Context: an optimization exercise on an open-source flow, tuned for small area, a short achievable clock period and few clock cycles. The choices shown serve that exercise and are no tape-out recipe. At most, simulation tests tie the RTL to the original design; equivalence was not proved. Power and IR drop assume default switching activity.

== run A ==
==> flow/design.v (excerpt) <==
module dem_encoder (
    input  wire        clk,
    input  wire        rst,         
    input  wire        start,
    input  wire [15:0] in_len,      
    input  wire [15:0] out_cap,     
    output wire        busy,
    output reg         done,
    output reg         fail,
    output reg  [3:0]  cause,       
    output reg  [15:0] out_len,     
    output wire        rd_en,
    output wire [13:0] rd_addr,     
    input  wire [31:0] rd_data,
    output wire        out_valid,
    output wire [7:0]  out_data,
    input  wire        out_ready
);
    localparam [31:0] OUTW = 32'h8000_0000;
    localparam [2:0] S_SCAN = 3'd0,    
                     S_PAY  = 3'd1,    
                     S_CEND = 3'd2,    
                     S_LAST = 3'd3,    
                     S_F8   = 3'd4,    
                     S_DONE = 3'd5,    
                     S_BAD  = 3'd6;    
    localparam [1:0] K_REC = 2'd0, K_CHUNK = 2'd1, K_F8 = 2'd2;
    reg         run;
    reg  [2:0]  st;
    reg  [13:0] n_w;
    reg  [13:0] ra;           
    reg         iv;           
    reg         ilast;        
    reg         rq_v;
    reg         rq_last;
    reg  [31:0] rq;           
    reg  [31:0] p;            
    reg         bq_v;
    reg         bq_last;
    reg  [31:0] bq;           
    reg  [2:0]  bc;           
    reg         bu;           
    reg         eoi;          
    reg         rec_v;
    reg  [2:0]  t;
    reg  [8:0]  c;            
    reg  [31:0] pb;           
    reg  [3:0]  n4;           
    reg         ovf;          
    reg         first;        
    reg  [13:0] ri;           
    reg         ov;
    reg  [1:0]  oph;          
    reg  [2:0]  ot;
    reg  [8:0]  oc;
    reg  [31:0] ob;
    reg  [2:0]  onb;          
    reg  [15:0] rem;          
    reg         room;
    function [15:0] inc16(input [15:0] x);
        reg cy; integer i;
        begin cy = 1'b1; for (i = 0; i < 16; i = i + 1) begin inc16[i] = x[i] ^ cy; cy = cy & x[i]; end end
    endfunction
    function [15:0] dec16(input [15:0] x);
        reg bw; integer i;
        begin bw = 1'b1; for (i = 0; i < 16; i = i + 1) begin dec16[i] = x[i] ^ bw; bw = bw & ~x[i]; end end
    endfunction
    function [31:0] sub32(input [31:0] a, input [31:0] b);
        reg [31:0] g, pp, gg, pg, c;
        integer i, l;
        begin
  ...
Settings: LEC_CHECK=0, CAP_MARGIN=20, CORE_MARGIN=2, CORE_UTILIZATION=40, CTS_BUF_LIST=sky130_fd_sc_hd__clkbuf_4 sky130_fd_sc_hd__clkbuf_8, SETUP_SLACK_MARGIN=5, SLEW_MARGIN=20, TNS_END_PERCENT=100; clock period 10.0 ns.
run.sh (not shown) runs the stock make flow with config.mk's settings and CLKGATE_MAP_FILE= SYNTH_SCRIPT=/design/flow/synth_recipe.tcl, a recipe that flattens the netlist after the stock synthesis.
Testbench counts of run A, summed over its fixed seeds: cycles 44,927.
Setup changes, run A to run B
--- a/flow/design.v
+++ b/flow/design.v
@@ -54,45 +54,13 @@
     reg  [2:0]  ot;
     reg  [8:0]  oc;
     reg  [31:0] ob;
     reg  [2:0]  onb;          
     reg  [15:0] rem;          
     reg         room;
-    function [15:0] inc16(input [15:0] x);
-        reg cy; integer i;
-        begin cy = 1'b1; for (i = 0; i < 16; i = i + 1) begin inc16[i] = x[i] ^ cy; cy = cy & x[i]; end end
-    endfunction
-    function [15:0] dec16(input [15:0] x);
-        reg bw; integer i;
-        begin bw = 1'b1; for (i = 0; i < 16; i = i + 1) begin dec16[i] = x[i] ^ bw; bw = bw & ~x[i]; end end
-    endfunction
-    function [31:0] sub32(input [31:0] a, input [31:0] b);
-        reg [31:0] g, pp, gg, pg, c;
-        integer i, l;
-        begin
-            g  = a & ~b;
-            pp = a ^ ~b;
-            gg = g; pg = pp;
-            for (l = 0; l < 5; l = l + 1)
-                for (i = 0; i < 32; i = i + 1)
-                    if ((i % (2 << l)) == (2 << l) - 1) begin
-                        gg[i] = gg[i] | (pg[i] & gg[i - (1 << l)]);
-                        pg[i] = pg[i] & pg[i - (1 << l)];
-                    end
-            for (l = 3; l >= 0; l = l - 1)
-                for (i = 0; i < 32; i = i + 1)
-                    if (i >= (3 << l) - 1 && (i % (2 << l)) == (1 << l) - 1) begin
-                        gg[i] = gg[i] | (pg[i] & gg[i - (1 << l)]);
-                        pg[i] = pg[i] & pg[i - (1 << l)];
-                    end
-            c[0] = 1'b1;
-            for (i = 1; i < 32; i = i + 1) c[i] = gg[i-1] | (pg[i-1]);
-            sub32 = pp ^ c;
-        end
-    endfunction
-    wire [31:0] d     = sub32(rq, p);
+    wire [31:0] d     = rq - p;
     wire        isout = (rq == OUTW);
     wire        dz    = (d == 32'd0);
     function fits(input [31:0] dv, input integer w);
         reg same;
         reg lowz;
         integer b;
@@ -174,14 +142,13 @@
             S_CEND: if (slot) begin push = 1'b1; push_k = K_CHUNK; end
             S_LAST: if (slot) begin push = 1'b1; if (ovf) rewind = 1'b1; end
             default: ;
         endcase
     end
     wire        issue    = run && (st == S_SCAN || st == S_PAY || st == S_CEND) && (ra != n_w);
-    wire [15:0] ra_inc16 = inc16({2'b00, ra});
-    wire [13:0] ra_inc   = ra_inc16[13:0];
+    wire [13:0] ra_inc   = ra + 14'd1;
     wire        mab      = rq_v && (!bq_v || consume);
     wire        land     = iv && (!rq_v || mab);
     wire        drop     = iv && rq_v && !mab;
     assign busy      = run;
     assign rd_en     = issue;
     assign rd_addr   = ra;
@@ -192,13 +159,13 @@
             2'd1:    obyte = oc[7:0] - 8'd32;
             default: obyte = ob[7:0];
         endcase
     end
     assign out_valid = ov && room;
     assign out_data  = obyte;
-    wire fin_ok = run && (st == S_DONE) && (!ov || (move && ph_last));
+    wire fin_ok = run && (st == S_DONE) && !ov;
     wire fin_f8 = run && (st == S_F8) && !ov;
     wire fin_f4 = run && ov && !room;
     wire fin_bl = run && (st == S_BAD);
     always @(posedge clk) begin
         if (rst) begin
             run  <= 1'b0;
@@ -233,26 +200,25 @@
                 end
             end else if (fin_ok || fin_f8 || fin_f4 || fin_bl) begin
                 run   <= 1'b0;
                 done  <= 1'b1;
                 fail  <= !fin_ok;
                 cause <= fin_bl ? 4'd9 : fin_f8 ? 4'd8 : fin_f4 ? 4'd4 : 4'd0;
-                if (!fin_ok)   out_len <= 16'd0;
-                else if (move) out_len <= inc16(out_len);
+                if (!fin_ok) out_len <= 16'd0;
                 iv    <= 1'b0;
                 rq_v  <= 1'b0;
                 bq_v  <= 1'b0;
                 ov    <= 1'b0;
             end else begin
                 if (rewind) begin
                     ra   <= ri;
                     iv   <= 1'b0;
                     rq_v <= 1'b0;
                     bq_v <= 1'b0;
                 end else begin
-                    if (drop)       ra <= dec16({2'b00, ra});
+                    if (drop)       ra <= ra - 14'd1;
                     else if (issue) ra <= ra_inc;
                     iv    <= issue && !drop;
                     ilast <= (ra_inc == n_w);
                     if (land) begin
                         rq      <= rd_data;
                         rq_last <= ilast;
@@ -271,13 +237,13 @@
                         bq_v    <= 1'b0;
                     end
                 end
                 case (st)
                     S_SCAN: if (consume) begin
                         if (!brk) begin
-                            c <= inc16({7'd0, c});
+                            c <= c + 9'd1;
                             if (t >= 3'd2) begin
                                 if (fit && !ovf) begin
                                     pb <= pb_add;
                                     n4 <= n4_add[3:0];
                                 end else begin
                                     ovf <= 1'b1;
@@ -300,13 +266,13 @@
                     end else if (rewind) begin
                         st    <= S_PAY;
                         first <= 1'b1;
                         n4    <= 4'd0;
                     end
                     S_PAY: if (consume) begin
-                        c <= dec16({7'd0, c});
+                        c <= c - 9'd1;
                         if (fit) begin
                             pb <= pb_add;
                             n4 <= n4_add[3:0];
                         end else begin
                             pb    <= bq;
                             n4    <= wn(t);
@@ -346,14 +312,14 @@
                             ob  <= {8'd0, ob[31:8]};
                             onb <= onb - 3'd1;
                         end
                     endcase
                 end
                 if (move) begin
-                    out_len <= inc16(out_len);
-                    rem     <= dec16(rem);
+                    out_len <= out_len + 16'd1;
+                    rem     <= rem - 16'd1;
                     room    <= (rem != 16'd1);
                 end
             end
         end
     end
 endmodule
==> results.txt <==
Relative to run A, sequential share of the synthesized area has decreased by 1.9 points in run B.
[compare] base=run A new=run B: net switching component of the power has decreased; global-route wire length before repair has increased.
Cmp run B vs run A: post-layout instance area higher in run B
Taking run A as the reference, in run B largest driver fanout on the critical path picked up an extra 4, combinational share of power lost 3.2 points.
Higher critical path depth among run B and run A: run A
Re routed wire length: run B and run A aren't equal, and the higher value belongs to run B.
Summary: with run A as the reference, total vias in the final route in run B moved up by a little under 10%.
Total number of sequential cells came out exactly the same in run B and run A.
Worst setup margin: run B lower than run A
Global-route met1 utilization (lower): run A
Compared with run A, run B shows a power that is about 4.6% lower.
The RTL of run B was laid out without a check of its function.

* * *

Another version of the RTL of dem_encoder (not shown whole).
Size: about 1800 cells after synthesis, ~310 flip-flops, about 120 I/O pins, about 18000 um2 of cells after synthesis.
Design dem_encoder, start of the top module:
module dem_encoder (
    input  wire        clk,
    input  wire        rst,         
    input  wire        start,
    input  wire [15:0] in_len,      
    input  wire [15:0] out_cap,     
    output wire        busy,
    output reg         done,
    output reg         fail,
    output reg  [3:0]  cause,       
    output reg  [15:0] out_len,     
    output wire        rd_en,
    output wire [13:0] rd_addr,     
    input  wire [31:0] rd_data,
    output wire        out_valid,
    output wire [7:0]  out_data,
    input  wire        out_ready
);
    localparam [31:0] OUTW = 32'h8000_0000;
    localparam [2:0] S_SCAN = 3'd0,    
                     S_PAY  = 3'd1,    
                     S_CEND = 3'd2,    
                     S_LAST = 3'd3,    
                     S_F8   = 3'd4,    
                     S_DONE = 3'd5,    
                     S_BAD  = 3'd6;    
    localparam [1:0] K_REC = 2'd0, K_CHUNK = 2'd1, K_F8 = 2'd2;
    reg         run;
    reg  [2:0]  st;
    reg  [13:0] n_w;
    reg  [13:0] ra;           
  ...
==> flow/config.mk <==
export PLATFORM = sky130hd
export DESIGN_NAME = dem_encoder
export DESIGN_NICKNAME = dem_encoder
export VERILOG_FILES = /design/flow/design.v
export SDC_FILE = /design/flow/constraint.sdc
export NUM_CORES = 4
export LEC_CHECK = 0
export CAP_MARGIN = 20
export CORE_MARGIN = 2
export CORE_UTILIZATION = 40
export CTS_BUF_LIST = sky130_fd_sc_hd__clkbuf_4 sky130_fd_sc_hd__clkbuf_8
export SETUP_SLACK_MARGIN = 5
export SLEW_MARGIN = 20
export TNS_END_PERCENT = 100
==> flow/constraint.sdc <==
create_clock -name core_clock -period 10.0 [get_ports {clk}]
set_input_delay 2.0000 -clock core_clock [delete_from_list [all_inputs] [get_ports {clk}]]
set_output_delay 2.0000 -clock core_clock [all_outputs]
set_load 0.01 [all_outputs]
standard.sh (not shown) runs the stock make flow with config.mk's settings and CLKGATE_MAP_FILE= SYNTH_SCRIPT=/design/flow/synth_recipe.tcl, a recipe that flattens the netlist after the stock synthesis.
==> flow/flow/run.sh <==
#!/bin/bash
# The standard layout (standard.sh: the standard synthesis and ORFS flow) with three
# changes: plain buf_1 port buffers, no CTS dummy loads, and the setup repair aimed
# 6 ns below the clock period. Each run's full output goes to standard.log.
set -euo pipefail
bash standard.sh SETUP_SLACK_MARGIN=6 \
  "BUFFER_PORTS_ARGS=-buffer_cell sky130_fd_sc_hd__buf_1" \
  "CTS_ARGS=-sink_clustering_enable -repair_clock_nets -buf_list {sky130_fd_sc_hd__clkbuf_4 sky130_fd_sc_hd__clkbuf_8} -dont_use_dummy_load" \
  finish > standard.log 2>&1
Next try:
--- a/flow/design.v
+++ b/flow/design.v
@@ -30,25 +30,26 @@
     reg  [13:0] n_w;
     reg  [13:0] ra;           
     reg         iv;           
     reg         ilast;        
     reg         rq_v;
     reg         rq_last;
     reg  [31:0] rq;           
     reg  [31:0] p;            
     reg         bq_v;
     reg         bq_last;
     reg  [31:0] bq;           
     reg  [4:0]  bk;           
-    reg  [2:0]  bc;           
+    reg         bo;           
+    reg         bz;           
     reg         bu;           
     reg         eoi;          
     reg         rec_v;
     reg  [2:0]  t;
     reg  [8:0]  c;            
     reg  [31:0] pb;           
     reg  [3:0]  n4;           
     reg  [3:0]  kl;           
     reg         ovf;          
     reg         first;        
     reg  [13:0] ri;           
     reg         odv;          
@@ -153,24 +154,26 @@
     endfunction
     wire re       = (nph == 2'd2) && (onb == 3'd0);    
     wire move     = odv && room && out_ready;
     wire take     = !re && (!odv || move);            
     reg  [7:0] nbyte;
     always @(*) begin
         case (nph)
             2'd0:    nbyte = (oc <= 9'd31) ? {ot, oc[4:0]} : {ot, 5'd0};
             2'd1:    nbyte = oc[7:0] - 8'd32;
             default: nbyte = ob[7:0];
         endcase
     end
+    wire [2:0] bc = bo ? 3'd0 : bz ? 3'd1 : !bk[0] ? 3'd2 : !bk[1] ? 3'd3
+                  : !bk[2] ? 3'd4 : !bk[3] ? 3'd5 : !bk[4] ? 3'd6 : 3'd7;
     wire brk      = !rec_v || bu || (bc != t) || (c == 9'd287);
     wire s_scan   = (st == S_SCAN);
     wire s_pay    = (st == S_PAY);
     wire c_free   = bq_v && ((s_scan && (!brk || !rec_v)) || (s_pay && (first || fit)));
     wire want     = (bq_v && ((s_scan && brk && rec_v) || (s_pay && !(first || fit))))
                  || (st == S_CEND) || (st == S_LAST);
     wire c_wp     = (s_scan && !ovf) || s_pay;
     wire push     = want && re;
     wire consume  = c_free || (c_wp && push);
     wire [1:0] push_k = s_scan || (st == S_LAST) ? K_REC : K_CHUNK;
     wire rewind   = push && (s_scan || (st == S_LAST)) && ovf;
     wire        issue    = run && (st == S_SCAN || st == S_PAY || st == S_CEND) && !rae;
@@ -254,25 +257,26 @@
                     iv    <= issue && !drop;
                     ilast <= ra1e;
                     if (land) begin
                         rq      <= rd_data;
                         rq_last <= ilast;
                         rq_v    <= 1'b1;
                     end else if (mab) begin
                         rq_v    <= 1'b0;
                     end
                     if (mab) begin
                         bq      <= d;
                         bk      <= {~f24, ~f16, ~f12, ~f8, ~f4};
-                        bc      <= cls;
+                        bo      <= isout;
+                        bz      <= dz;
                         bu      <= unenc;
                         bq_last <= rq_last;
                         bq_v    <= 1'b1;
                         if (!isout) p <= rq;
                     end else if (consume) begin
                         bq_v    <= 1'b0;
                     end
                 end
                 case (st)
                     S_SCAN: if (consume) begin
                         if (!brk) begin
                             c <= inc16({7'd0, c});
Cell area falls by 3.3%. Power falls by 0.64%. Hold slack improves by 0.010 ns. Register-to-register slack improves by 0.27 ns. Via count falls by 5.2%. Routed wire length falls by 4.6%. Worst setup slack improves by 0.18 ns. Count of clock-buffer cells in the layout falls by 2.
Testbench counts after the change, summed over its fixed seeds: cycles 44,918.
For the first run of this note, only the layout was checked, not whether the RTL still works.

separate check: timing with driven ports:
Ports are ideal in the flow. The routed layouts listed here were re-timed in OpenROAD.
Step 1, drivers: a clkbuf_16 drives clk and a buf_2 each remaining input, both assumed.
Step 2 times the ports against the registers' clock, not the clock port: input delays grow and output delays shrink by t, the midpoint of the rising clock arrivals with the driver on.
Slacks: no drivers / after step 1 / after step 2; pairs: no drivers / after step 1.
run | t, ns | setup WS [ns] | hold WS [ns] | worst setup path at the end | clock arrival spread, ns
run A | 0.670 | 5.111 / 5.061 / 4.473 | 0.420 / 0.420 / 0.420 | input to register | 0.032 / 0.032
run B | 0.649 | 5.102 / 5.053 / 4.785 | 0.422 / 0.422 / 0.422 | input to register | 0.036 / 0.035
the first run of note 2 | 0.662 | 5.858 / 5.858 / 5.498 | 0.412 / 0.412 / 0.412 | input to register | 0.056 / 0.056
the second run of note 2 | 0.661 | 6.038 / 5.990 / 5.499 | 0.422 / 0.422 / 0.422 | input to register | 0.048 / 0.047
After both steps every run listed still meets setup and hold. For run A, which loses most, drivers alone change the setup slack by -0.050 ns; drivers and shift together by -0.638 ns.
